This is an optimization exercise on Yosys and OpenROAD, whose aim is small area, a short achievable clock period and few clock cycles, not a production implementation. Only the layout flow was run in this run; the RTL was not checked for function there. Power figures rest on the tool's default switching activity, not on a simulated workload.

==> flow/design.v <==
module cic_xfer (
    input  wire clk,
    input  wire rst,
    input  wire rdy,        
    input  wire pif_clk,
    output wire fall,       
    output wire rise        
);
    reg lvl;                
    wire taken = rdy & (pif_clk ^ lvl);
    assign fall = taken & lvl;
    assign rise = taken & ~lvl;
    always @(posedge clk) begin
        if (rst)
            lvl <= 1'b1;
        else if (taken)
            lvl <= pif_clk;
    end
endmodule
module cic_core (
    input  wire        clk,
    input  wire        rst,
    input  wire        start,
    input  wire        region_pal,
    input  wire        abort_req,
    input  wire [7:0]  seed,
    input  wire [47:0] checksum,    
    input  wire        pif_clk,
    input  wire        pif_din,
    output wire        drive_low,
    output wire        ready,
    output wire        busy,
    output wire        lockup,
    output reg  [1:0]  outcome
);
    localparam [127:0] TABLE_NTSC = 128'h89E16DC75B8F41B0CED01E31A581A90E;
    localparam [127:0] TABLE_PAL  = 128'hC511891728F321B0A57589171215F40E;
    localparam [1:0] OUT_NONE    = 2'd0;
    localparam [1:0] OUT_ENDED   = 2'd1;
    localparam [1:0] OUT_ABORTED = 2'd2;
    localparam [1:0] OUT_LOCKUP  = 2'd3;
    localparam [3:0] G_IDLE = 4'd0,
                     G_HELLO = 4'd1,    
                     G_SEED  = 4'd2,    
                     G_CK0   = 4'd3,    
                     G_CK    = 4'd4,    
                     G_INIT  = 4'd5,    
                     G_CMD   = 4'd6,    
                     G_CMPC  = 4'd7,    
                     G_CMPB  = 4'd8,    
                     G_V2A   = 4'd9,    
                     G_V2R   = 4'd10,   
                     G_V2Z   = 4'd11,   
                     G_V2T   = 4'd12,   
                     G_ACK   = 4'd13,   
                     G_LOCK  = 4'd14;
    reg  [3:0]   seg;
    reg          busy_r;
    reg          lock_r;
    reg          rdy;
    reg          drv;
    reg          rgn;
    reg  [1:0]   bc;        
    reg  [4:0]   nc;        
    reg  [3:0]   rsh;       
    reg  [3:0]   m1, m2, m3, m4, m5, m6, m7, m8,
                 m9, m10, m11, m12, m13, m14, m15;    
    reg  [119:0] sm;        
    reg  [3:0]   vt;        
    reg          vcy;       
    reg  [1:0]   rnd;
    reg          act;       
    reg  [3:0]   cx;        
    reg          vc, vd, ve, vf, vg;    
    reg          fall_q;    
    reg          v2s2;      
    reg          sm_shift;  
    wire [3:0] r4  = sm[3:0];      
    wire [3:0] r3  = sm[7:4];      
    wire [3:0] r2  = sm[11:8];     
    wire [3:0] r1  = sm[15:12];    
    wire [3:0] qa3 = sm[23:20];    
    wire [3:0] ptr = sm[31:28];    
    wire       qcc = sm[32];       
    wire [3:0] va  = sm[119:116];  
    wire fall, rise;
    cic_xfer u_xfer (
        .clk     (clk),
        .rst     (rst),
        .rdy     (rdy),
        .pif_clk (pif_clk),
        .fall    (fall),
        .rise    (rise)
    );
    assign ready     = rdy;
    assign drive_low = drv;
    assign busy      = busy_r;
    assign lockup    = lock_r;
    wire [1:0] bsel = ~bc;                  
    reg cmp_bit;
    always @* begin
        case (ptr)
            4'd1:  cmp_bit = m1[0];
            4'd2:  cmp_bit = m2[0];
            4'd3:  cmp_bit = m3[0];
            4'd4:  cmp_bit = m4[0];
            4'd5:  cmp_bit = m5[0];
            4'd6:  cmp_bit = m6[0];
            4'd7:  cmp_bit = m7[0];
            4'd8:  cmp_bit = m8[0];
            4'd9:  cmp_bit = m9[0];
            4'd10: cmp_bit = m10[0];
            4'd11: cmp_bit = m11[0];
            4'd12: cmp_bit = m12[0];
            4'd13: cmp_bit = m13[0];
            4'd14: cmp_bit = m14[0];
            default: cmp_bit = m15[0];
        endcase
    end
    reg ssend;    
    reg sbit;     
    always @* begin
        ssend = 1'b1;
        sbit  = 1'b0;
        case (seg)
            G_HELLO: sbit = bc[0] & (bc[1] | rgn);       
            G_SEED, G_CK: sbit = sm[bsel];
            G_CMPB:  begin ssend = bc[0]; sbit = cmp_bit; end
            G_V2A:   sbit = ~bc[0];                     
            G_V2T:   sbit = sm[bsel];
            G_CK0, G_V2Z, G_ACK: sbit = 1'b0;
            default: ssend = 1'b0;
        endcase
    end
    reg [3:0] ckx;
    always @* begin
        case (nc[3:0])
            4'd0:  ckx = checksum[3:0];
            4'd1:  ckx = checksum[7:4];
            4'd2:  ckx = checksum[11:8];
            4'd3:  ckx = checksum[15:12];
            4'd4:  ckx = checksum[19:16];
            4'd5:  ckx = checksum[23:20];
            4'd6:  ckx = checksum[27:24];
            4'd7:  ckx = checksum[31:28];
            4'd8:  ckx = checksum[35:32];
            4'd9:  ckx = checksum[39:36];
            4'd10: ckx = checksum[43:40];
            default: ckx = checksum[47:44];
        endcase
    end
    wire [3:0] v2_a1 = va ^ {~rsh[0], 3'b000};
    wire [3:0] v2_a2 = v2_a1 + {~v2_a1[1], 2'b00};
    wire [3:0] v2_t  = v2_a2 + rsh;
    wire [3:0] v2_u  = (vcy ? vt : vt + 4'd7) + vt;
    wire [4:0] v2_w  = {1'b0, v2_u} + {1'b0, vt} + {4'd0, vcy};
    wire [3:0] v2_out = ~v2_w[3:0];
    wire [3:0] n1  = cx + m1 + 4'd1;
    wire [3:0] n2  = ~(n1 + m2 + 4'd1);
    wire [4:0] s23 = {1'b0, m2} + {1'b0, m3} + 5'd1;
    wire       cc  = s23[4];
    wire [3:0] n3  = cc ? (m2 + {m3[2:0], 1'b1}) : s23[3:0];
    wire [3:0] a3  = cc ? n3 : m3;
    wire [3:0] n4  = qa3 + m4;
    wire [3:0] n5a = qa3 + m4 + m5;
    wire [3:0] n5b = {~m4[3], m4[2:0]} + (m4[3] ? 4'd0 : m5);
    wire [3:0] n5  = qcc ? n5b : n5a;
    wire [3:0] n6  = (qcc ? m5 : {~m5[3], m5[2:0]}) + ((~qcc & m5[3]) ? 4'd0 : m6) + {3'd0, qcc};
    wire [3:0] n7a = m6 + m7 + 4'd1;
    wire [3:0] n7b = n6 + m7 + 4'd1;
    wire [3:0] n7  = qcc ? n7b : n7a;
    wire [3:0] n8  = m7  + m8  + 4'd1;
    wire [3:0] n9  = n8  + m9  + 4'd1;
    wire [3:0] n10 = m9  + m10 + 4'd1;
    wire [3:0] n11 = n10 + m11 + 4'd1;
    wire [3:0] n12 = m11 + m12 + 4'd1;
    wire [3:0] n13 = n12 + m13 + 4'd1;
    wire [3:0] n14 = m13 + m14 + 4'd1;
    wire [3:0] n15 = n14 + m15 + 4'd1;
    wire       rnd_end = vg & ~vf;            
    wire [3:0] ptr_next = rgn ? ptr - 4'd1 : ptr + 4'd1;
    wire       v2s1     = fall_q & (bc == 2'd3) & (seg == G_V2R);
    always @(posedge clk) begin
        v2s2 <= v2s1;
        sm_shift <= (fall & (bc == 2'd3) & (seg == G_V2T)) | v2s1;
        if (sm_shift) begin
            sm <= {v2_out, sm[119:4]};
        end else begin
            if (seg == G_HELLO) begin
                sm[15:12] <= 4'd15;                         
                sm[11:8]  <= 4'd0;
                sm[7:4]   <= seed[7:4] + seed[3:0] + 4'd1;   
                sm[3:0]   <= seed[7:4];                      
            end else if (seg == G_CK0) begin
                sm[15:12] <= 4'd3;
                sm[11:8]  <= 4'd5;
                sm[7:4]   <= 4'd3;
                sm[3:0]   <= 4'd0;
            end else if (fall_q && bc == 2'd3 && (seg == G_SEED || seg == G_CK)) begin
                sm[15:12] <= r1 + 4'd1 + vt;
                sm[11:8]  <= r2 + 4'd1 + r1;
                sm[7:4]   <= r3 + 4'd1 + r2;
                sm[3:0]   <= r4 + 4'd1 + r3;
            end
            if (act) begin
                sm[23:20] <= a3;
                sm[32]    <= cc;
            end
            if (rnd_end)
                sm[31:28] <= (m7 == 4'd0) ? 4'd1 : m7;
            else if (rise && seg == G_CMPB && bc[0])
                sm[31:28] <= ptr_next;
            if (seg == G_V2A)
                sm[119:116] <= 4'd5;
        end
        if (v2s2)
            vcy <= v2_w[4];
        else if (seg == G_V2A)
            vcy <= 1'b1;
        if (v2s1)
            vt <= v2_t;
        else if (seg == G_SEED)
            vt <= 4'd15;
        else if (seg == G_CK)
            vt <= ckx;
        if (fall)
            rsh <= {rsh[2:0], pif_din};
        fall_q <= fall;
        if (seg == G_INIT && !nc[0]) begin
            m1  <= rgn ? TABLE_PAL[4*17 +: 4] : TABLE_NTSC[4*17 +: 4];
            m2  <= rgn ? TABLE_PAL[4*18 +: 4] : TABLE_NTSC[4*18 +: 4];
            m3  <= rgn ? TABLE_PAL[4*19 +: 4] : TABLE_NTSC[4*19 +: 4];
            m4  <= rgn ? TABLE_PAL[4*20 +: 4] : TABLE_NTSC[4*20 +: 4];
            m5  <= rgn ? TABLE_PAL[4*21 +: 4] : TABLE_NTSC[4*21 +: 4];
            m6  <= rgn ? TABLE_PAL[4*22 +: 4] : TABLE_NTSC[4*22 +: 4];
            m7  <= rgn ? TABLE_PAL[4*23 +: 4] : TABLE_NTSC[4*23 +: 4];
            m8  <= rgn ? TABLE_PAL[4*24 +: 4] : TABLE_NTSC[4*24 +: 4];
            m9  <= rgn ? TABLE_PAL[4*25 +: 4] : TABLE_NTSC[4*25 +: 4];
            m10 <= rgn ? TABLE_PAL[4*26 +: 4] : TABLE_NTSC[4*26 +: 4];
            m11 <= rgn ? TABLE_PAL[4*27 +: 4] : TABLE_NTSC[4*27 +: 4];
            m12 <= rgn ? TABLE_PAL[4*28 +: 4] : TABLE_NTSC[4*28 +: 4];
            m13 <= rgn ? TABLE_PAL[4*29 +: 4] : TABLE_NTSC[4*29 +: 4];
            m14 <= rgn ? TABLE_PAL[4*30 +: 4] : TABLE_NTSC[4*30 +: 4];
            m15 <= rgn ? TABLE_PAL[4*31 +: 4] : TABLE_NTSC[4*31 +: 4];
        end else if (fall_q && seg == G_INIT && nc[0] && bc == 2'd3) begin
            m1 <= rsh;                           
        end else if (seg == G_CMPC) begin
            if (act) begin m1  <= n1;  m2  <= n2;  m3  <= n3;  end
            if (vc)  begin m4  <= n4;  m5  <= n5;  m6  <= n6;  m7 <= n7; end
            if (vd)  begin m8  <= n8;  m9  <= n9;  end
            if (ve)  begin m10 <= n10; m11 <= n11; end
            if (vf)  begin m12 <= n12; m13 <= n13; end
            if (vg)  begin m14 <= n14; m15 <= n15; end
        end
        if (act)
            cx <= cx - 4'd1;
        else if (rnd_end)
            cx <= n15;                           
        else if (seg != G_CMPC)
            cx <= m15;                           
    end
    always @(posedge clk) begin
        if (rst) begin
            seg     <= G_IDLE;
            busy_r  <= 1'b0;
            lock_r  <= 1'b0;
            rdy     <= 1'b0;
            drv     <= 1'b0;
            outcome <= OUT_NONE;
            act     <= 1'b0;
            vc      <= 1'b0;
            vd      <= 1'b0;
            ve      <= 1'b0;
            vf      <= 1'b0;
            vg      <= 1'b0;
        end else begin
            if (seg == G_CMPC) begin
                if (act)
                    act <= (cx != 4'd0);
                vc <= act;
                vd <= vc;
                ve <= vd;
                vf <= ve;
                vg <= vf;
                if (rnd_end) begin
                    rnd <= rnd + 2'd1;
                    if (rnd == 2'd2) begin
                        seg <= G_CMPB;
                        bc  <= 2'd0;
                        rdy <= 1'b1;
                    end else begin
                        act <= 1'b1;
                    end
                end
            end
            if (fall)
                drv <= ssend & ~sbit;
            if (seg == G_IDLE) begin
                if (start) begin
                    seg     <= G_HELLO;
                    busy_r  <= 1'b1;
                    rdy     <= 1'b1;
                    rgn     <= region_pal;
                    outcome <= OUT_NONE;
                    bc      <= 2'd0;
                    nc      <= 5'd0;
                end
            end else if (rise) begin
                drv <= 1'b0;
                bc  <= bc + 2'd1;
                case (seg)
                    G_HELLO: if (bc == 2'd3) seg <= G_SEED;
                    G_SEED: if (bc == 2'd3) begin
                        nc <= nc + 5'd1;
                        if (nc[3:0] == 4'd15) begin
                            seg <= G_CK0;
                            nc  <= 5'd0;
                        end
                    end
                    G_CK0: begin
                        seg <= G_CK;
                        bc  <= 2'd0;
                    end
                    G_CK: if (bc == 2'd3) begin
                        nc <= nc + 5'd1;
                        if (nc[3:0] == 4'd15) begin
                            seg <= G_INIT;
                            nc  <= 5'd0;
                        end
                    end
                    G_INIT: if (bc == 2'd3) begin
                        nc <= nc + 5'd1;
                        if (nc[0]) begin
                            if (abort_req) begin
                                seg     <= G_IDLE;
                                busy_r  <= 1'b0;
                                rdy     <= 1'b0;
                                outcome <= OUT_ABORTED;
                            end else begin
                                seg <= G_CMD;
                            end
                        end
                    end
                    G_CMD: if (bc[0]) begin
                        bc <= 2'd0;
                        nc <= 5'd0;
                        case (rsh[1:0])
                            2'b00: begin
                                seg    <= G_CMPC;
                                rdy    <= 1'b0;
                                rnd    <= 2'd0;
                                act    <= 1'b1;
                            end
                            2'b10: seg <= G_V2A;
                            2'b11: seg <= G_ACK;
                            default: begin
                                seg     <= G_LOCK;
                                lock_r  <= 1'b1;
                                rdy     <= 1'b0;
                                outcome <= OUT_LOCKUP;
                            end
                        endcase
                    end
                    G_CMPB: if (bc[0] && ptr_next == 4'd0) begin
                        bc <= 2'd0;
                        if (abort_req) begin
                            seg     <= G_IDLE;
                            busy_r  <= 1'b0;
                            rdy     <= 1'b0;
                            outcome <= OUT_ABORTED;
                        end else begin
                            seg <= G_CMD;
                        end
                    end
                    G_V2A: if (bc == 2'd3) begin
                        nc <= nc + 5'd1;
                        if (nc[0]) begin
                            seg <= G_V2R;
                            nc  <= 5'd0;
                        end
                    end
                    G_V2R: if (bc == 2'd3) begin
                        nc <= nc + 5'd1;
                        if (nc == 5'd29) begin
                            seg <= G_V2Z;
                            nc  <= 5'd0;
                        end
                    end
                    G_V2Z: begin
                        seg <= G_V2T;
                        bc  <= 2'd0;
                    end
                    G_V2T: if (bc == 2'd3) begin
                        nc <= nc + 5'd1;
                        if (nc == 5'd29) begin
                            if (abort_req) begin
                                seg     <= G_IDLE;
                                busy_r  <= 1'b0;
                                rdy     <= 1'b0;
                                outcome <= OUT_ABORTED;
                            end else begin
                                seg <= G_CMD;
                            end
                        end
                    end
                    G_ACK: begin
                        seg     <= G_IDLE;
                        busy_r  <= 1'b0;
                        rdy     <= 1'b0;
                        outcome <= OUT_ENDED;
                    end
                    default: ;
                endcase
            end
        end
    end
endmodule
==> flow/flow/run.sh <==
#!/bin/bash
# The standard layout, with the port buffers made of buf_2 cells (which
# the resizer may size up) instead of the default delay-buffer cell.
set -euo pipefail
export BUFFER_PORTS_ARGS="-buffer_cell sky130_fd_sc_hd__buf_2"
bash standard.sh > standard_flow.log 2>&1
==> flow/standard.sh <==
#!/bin/bash
# synth_recipe.tcl (not shown) runs the flow's synth.tcl, then flattens the netlist and writes it again
# the make line also repeats each setting of config.mk as NAME=value (left out here)
make -C /OpenROAD-flow-scripts/flow DESIGN_CONFIG=/design/flow/config.mk WORK_HOME=/design/flow/orfs CLKGATE_MAP_FILE= SYNTH_SCRIPT=/design/flow/synth_recipe.tcl "${@:-finish}"
==> flow/config.mk <==
export PLATFORM = sky130hd
export DESIGN_NAME = cic_core
export DESIGN_NICKNAME = cic_core
export VERILOG_FILES = /design/flow/design.v
export SDC_FILE = /design/flow/constraint.sdc
export NUM_CORES = 4
export LEC_CHECK = 0
export ABC_CLOCK_PERIOD_IN_PS = 2500
export CAP_MARGIN = 20
export CORE_MARGIN = 2
export CORE_UTILIZATION = 50
export CTS_CLUSTER_DIAMETER = 70
export CTS_CLUSTER_SIZE = 24
export PLACE_DENSITY = 0.6
export SETUP_SLACK_MARGIN = 4.5
export SLEW_MARGIN = 20
==> flow/constraint.sdc <==
create_clock -name core_clock -period 7.0 [get_ports {clk}]
set_input_delay 1.4000 -clock core_clock [delete_from_list [all_inputs] [get_ports {clk}]]
set_output_delay 1.4000 -clock core_clock [all_outputs]
set_load 0.01 [all_outputs]
==> results.py <==
metrics = {
    "logic_synthesis": {
        "yosysTopAreaCell": "edfxtp_1",
        "synth_fa_ha_area_frac": 0.133,
        "syn_nets": 1367,
        "yosys_warnings": 2,
        "ys_async_sr_fraction": 0,
        "syn_area_mm2": 0.0129,
        "yosysSeqAreaShare": 0.491,
        "avgSynthCellArea_um2": 10.9,
        "synth_top_family_by_area": "compound AO/OA/AOI/OAI gates",
        "syn-instance-count": 1183,
        "synth.top_cell.area_share": 0.435,
        "synth_area_leaders": "edfxtp_1 44%, ha_1 9.1%, dfxtp_1 5.6%, fa_1 4.2%, a21oi_1 3.9%",
        "ys_types": 76,
        "synth_xor_area_frac": 0.0532,
        "synth_compound_area_frac": 0.153,
        "synth_flop_cell": "edfxtp_1",
        "yosysMostFrequentCell": "edfxtp_1",
        "synth_edf_count": 187,
        "synth.area.mux_share": 0.0163,
        "synthTopCellsByCount": "187 x edfxtp_1, 101 x a21oi_1, 94 x ha_1, 92 x nand2_1, 90 x inv_1",
        "synth-simple-area-share": 0.109,
        "synth-seq-cells": 223,
    },
    "sta": {
        "slew_viol_final": 0,
        "finalSetupViolCount": 0,
        "maxSlewHeadroom": 0.317,
        "min_period_over_period": 0.399,
        "tns_ns": 0,
        "hold_viol": 0,
        "rsz0062_at_grt": "yes",
        "fmax_mhz": 358,
        "fin_worst_skew_ns": 0.0185,
        "fin_crit_ns": 2.79,
        "tightestPinTransition_ns": 1.01,
    },
    "job": {
        "max_cap_viol_count": 0,
    },
    "outcome": {
        "status": "no timing/DRC/antenna violations",
    },
    "global_route": {
        "grt_pass1_wl_mm": 50.0,
        "antenna_found_initial": 1,
        "grt_start_max_net_pins": 79,
        "grt-ovfl-total": 0,
        "grtUsageTotal": 0.235,
        "grt_pass1_vias": 9122,
    },
    "clock_tree": {
        "hold_buffers": 0,
        "cts_max_path_buffers": 3,
        "path_clk_slew_ns": 0.09,
        "root_buffer": "clkbuf_16",
        "cts_sinks": 223,
        "cts-buffers-inserted": 19,
        "h-tree-depth": 1,
        "clk-insertion-delay-late_ns": 0.51,
        "cts_tree": "built",
    },
    "detailed_routing": {
        "via_count": 9342,
        "drt-initial-drc-count": 829,
        "antenna_left": 0,
        "drc_errors": 0,
        "first_pass_iters": 5,
        "routedWlPerCell_um": 19.3,
        "drt-total-wl_mm": 31.4,
        "via_per_inst": 5.74,
    },
    "die": {
        "die_x_um": 165,
        "start_util": 0.511,
        "boundaryPins": 69,
        "num_rows": 58,
        "fp.dieH_um": 165,
        "core_mm2": 0.0253,
        "die_area_mm2": 0.0271,
    },
    "layout": {
        "final_util": 0.594,
        "largest_register": "sm",
        "drive_gt1_frac": 0.211,
        "final_net_count": 1470,
        "reg.largest.list": "sm x120, nc x5",
        "largest_reg_flops": 120,
        "syn_to_final_growth_pct": 16.3,
    },
    "place": {
        "io_buffers": 68,
        "detailed_place_hpwl_mm": 21.6,
        "place_congestion": 0.929,
    },
    "power": {
        "peakVddDrop_v": 0.000207,
        "power.leakage_nw": 5.83,
        "powerDensity_mw_per_mm2": 187,
    },
    "worst_setup_path": {
        "path_class": "flop to flop",
        "startpoint_type": "flop",
        "critical_path_arrival_ns": 3.16,
        "critPathMaxFanout": 3,
        "cp-end-kind": "flop",
        "crit_required_ns": 7.37,
    },
    "worst_hold_path": {
        "min_path_type": "flop to flop",
    },
}
==> final timing paths <==
check                                 startpoint                  end  slack, ns  cells after the start
worst max-delay path            sm[32]$_DFFE_PP_  m7[3]$_SDFFCE_PP0P_       4.21                     13
worst max register to register  sm[32]$_DFFE_PP_  m7[3]$_SDFFCE_PP0P_       4.21                     13
worst min register to register  sm[88]$_DFFE_PP_     sm[84]$_DFFE_PP_       0.41                      0
worst min-delay path            sm[88]$_DFFE_PP_     sm[84]$_DFFE_PP_       0.41                      0
==> critical path, stage by stage, from the launching register on <==
cell and delay [ns]:
edfxtp_1 0.45, clkinv_4 0.09, ha_4 0.15, nor2_4 0.03, fa_2 0.34, inv_2 0.06, fa_1 0.42, inv_1 0.07
ha_1 0.22, a21o_1 0.17, a21oi_2 0.14, xnor2_1 0.09, a211o_1 0.26, a21oi_1 0.14
==> through the flow <==
step                hold slack, ns  instances  instance area [µm²]  power [mW]  worst slack [ns]
floorplan                    0.400       1183                13000        1.66              4.19
global placement             0.402       1538                13600        1.73              3.73
detailed placement           0.405       1538                13600        1.73              3.67
CTS                          0.408       1600                14600        2.82              4.23
global route                 0.411       1627                15000        2.91              4.07
finish                       0.412       1628                15000        2.81              4.21
==> routing by layer <==
metal	wire length, µm	GRT usage	vias up
li1	-	-	4515
met1	14900	0.348	4527
met2	14200	0.373	251
met3	1640	0.0294	49
met4	660	0.0506	0
met5	0	0	-
==> layout make-up <==
| class | count | area [µm²] |
|---|---|---|
| clock buffers | 20 | 479 |
| clock inverters | 12 | 149 |
| multi-input cells | 815 | 6390 |
| repair buffers | 135 | 863 |
| well taps | 330 | 413 |
| fillers | 2194 | 10300 |
| flip-flops and latches | 223 | 6340 |
| diodes | 1 | 2.50 |
| inverters | 92 | 368 |
==> where the power goes <==
part	total [mW]	internal (mW)	leakage [nW]	switching [mW]
combinational	0.242	0.112	3.51	0.131
sequential	1.47	1.45	2.01	0.0220
clock	1.09	0.539	0.308	0.555
total	2.81	2.10	5.83	0.708
==> cells in the final DEF, fill, tap and decap left out, drive strengths merged, types with 12 or more instances in the layout <==
master	Yosys	layout
nand2	92	92
edfxtp	187	187
dfxtp	36	36
xnor2	49	49
a22oi	12	12
nor3	19	19
o21ai	66	66
buf	16	135
mux2i	13	13
nor2b	17	17
a21o	25	25
a21oi	101	101
xor2	26	26
nor2	81	81
inv	90	99
clkbuf	37	20
fa	27	27
a31oi	17	17
nand2b	17	17
nand3	20	20
ha	94	94
a211oi	16	16
==> logic make-up after synthesis <==
| group | count (synthesis) |
|---|---|
| AND/OR/NAND/NOR | 294 |
| flip-flops | 223 |
| adder cells (fa/ha/maj) | 121 |
| multiplexers | 19 |
| AO/OA/AOI/OAI | 305 |
| buffers and inverters | 145 |
| XOR/XNOR | 76 |
==> what timing repair did <==
action                                  in CTS  in global routing
cloned                                       0                  0
endpoints found under the setup margin     114                 65
resized for setup                           34                 46
buffers inserted                            30                 27
pin swaps                                   19                 36

## re-timing with driven ports
Ports are ideal in the flow. The routed layout listed here was re-timed in OpenROAD.
Step 1 sets driving cells, clkbuf_16 on the clock port and buf_2 on the other inputs (assumed; they add their load-dependent delay and slew).
Step 2 moves the port delays by t, midway between the first and last clock arrival at a register: inputs arrive t later, outputs are due t later. That takes back most of the time a late clock gives input paths.
Slacks: ideal ports / drivers / drivers and shift; pairs: ideal ports / drivers.
shift t [ns]: 0.540
setup WS [ns]: 4.210 / 4.210 / 4.053
worst setup path at the end: input to register
worst slew at a driven data input, ns: 0.07
pins driven straight from the clock port: 1
After both steps this run still meets setup and hold. For this run, drivers alone change the setup slack by 0.000 ns; drivers and shift together by -0.157 ns.
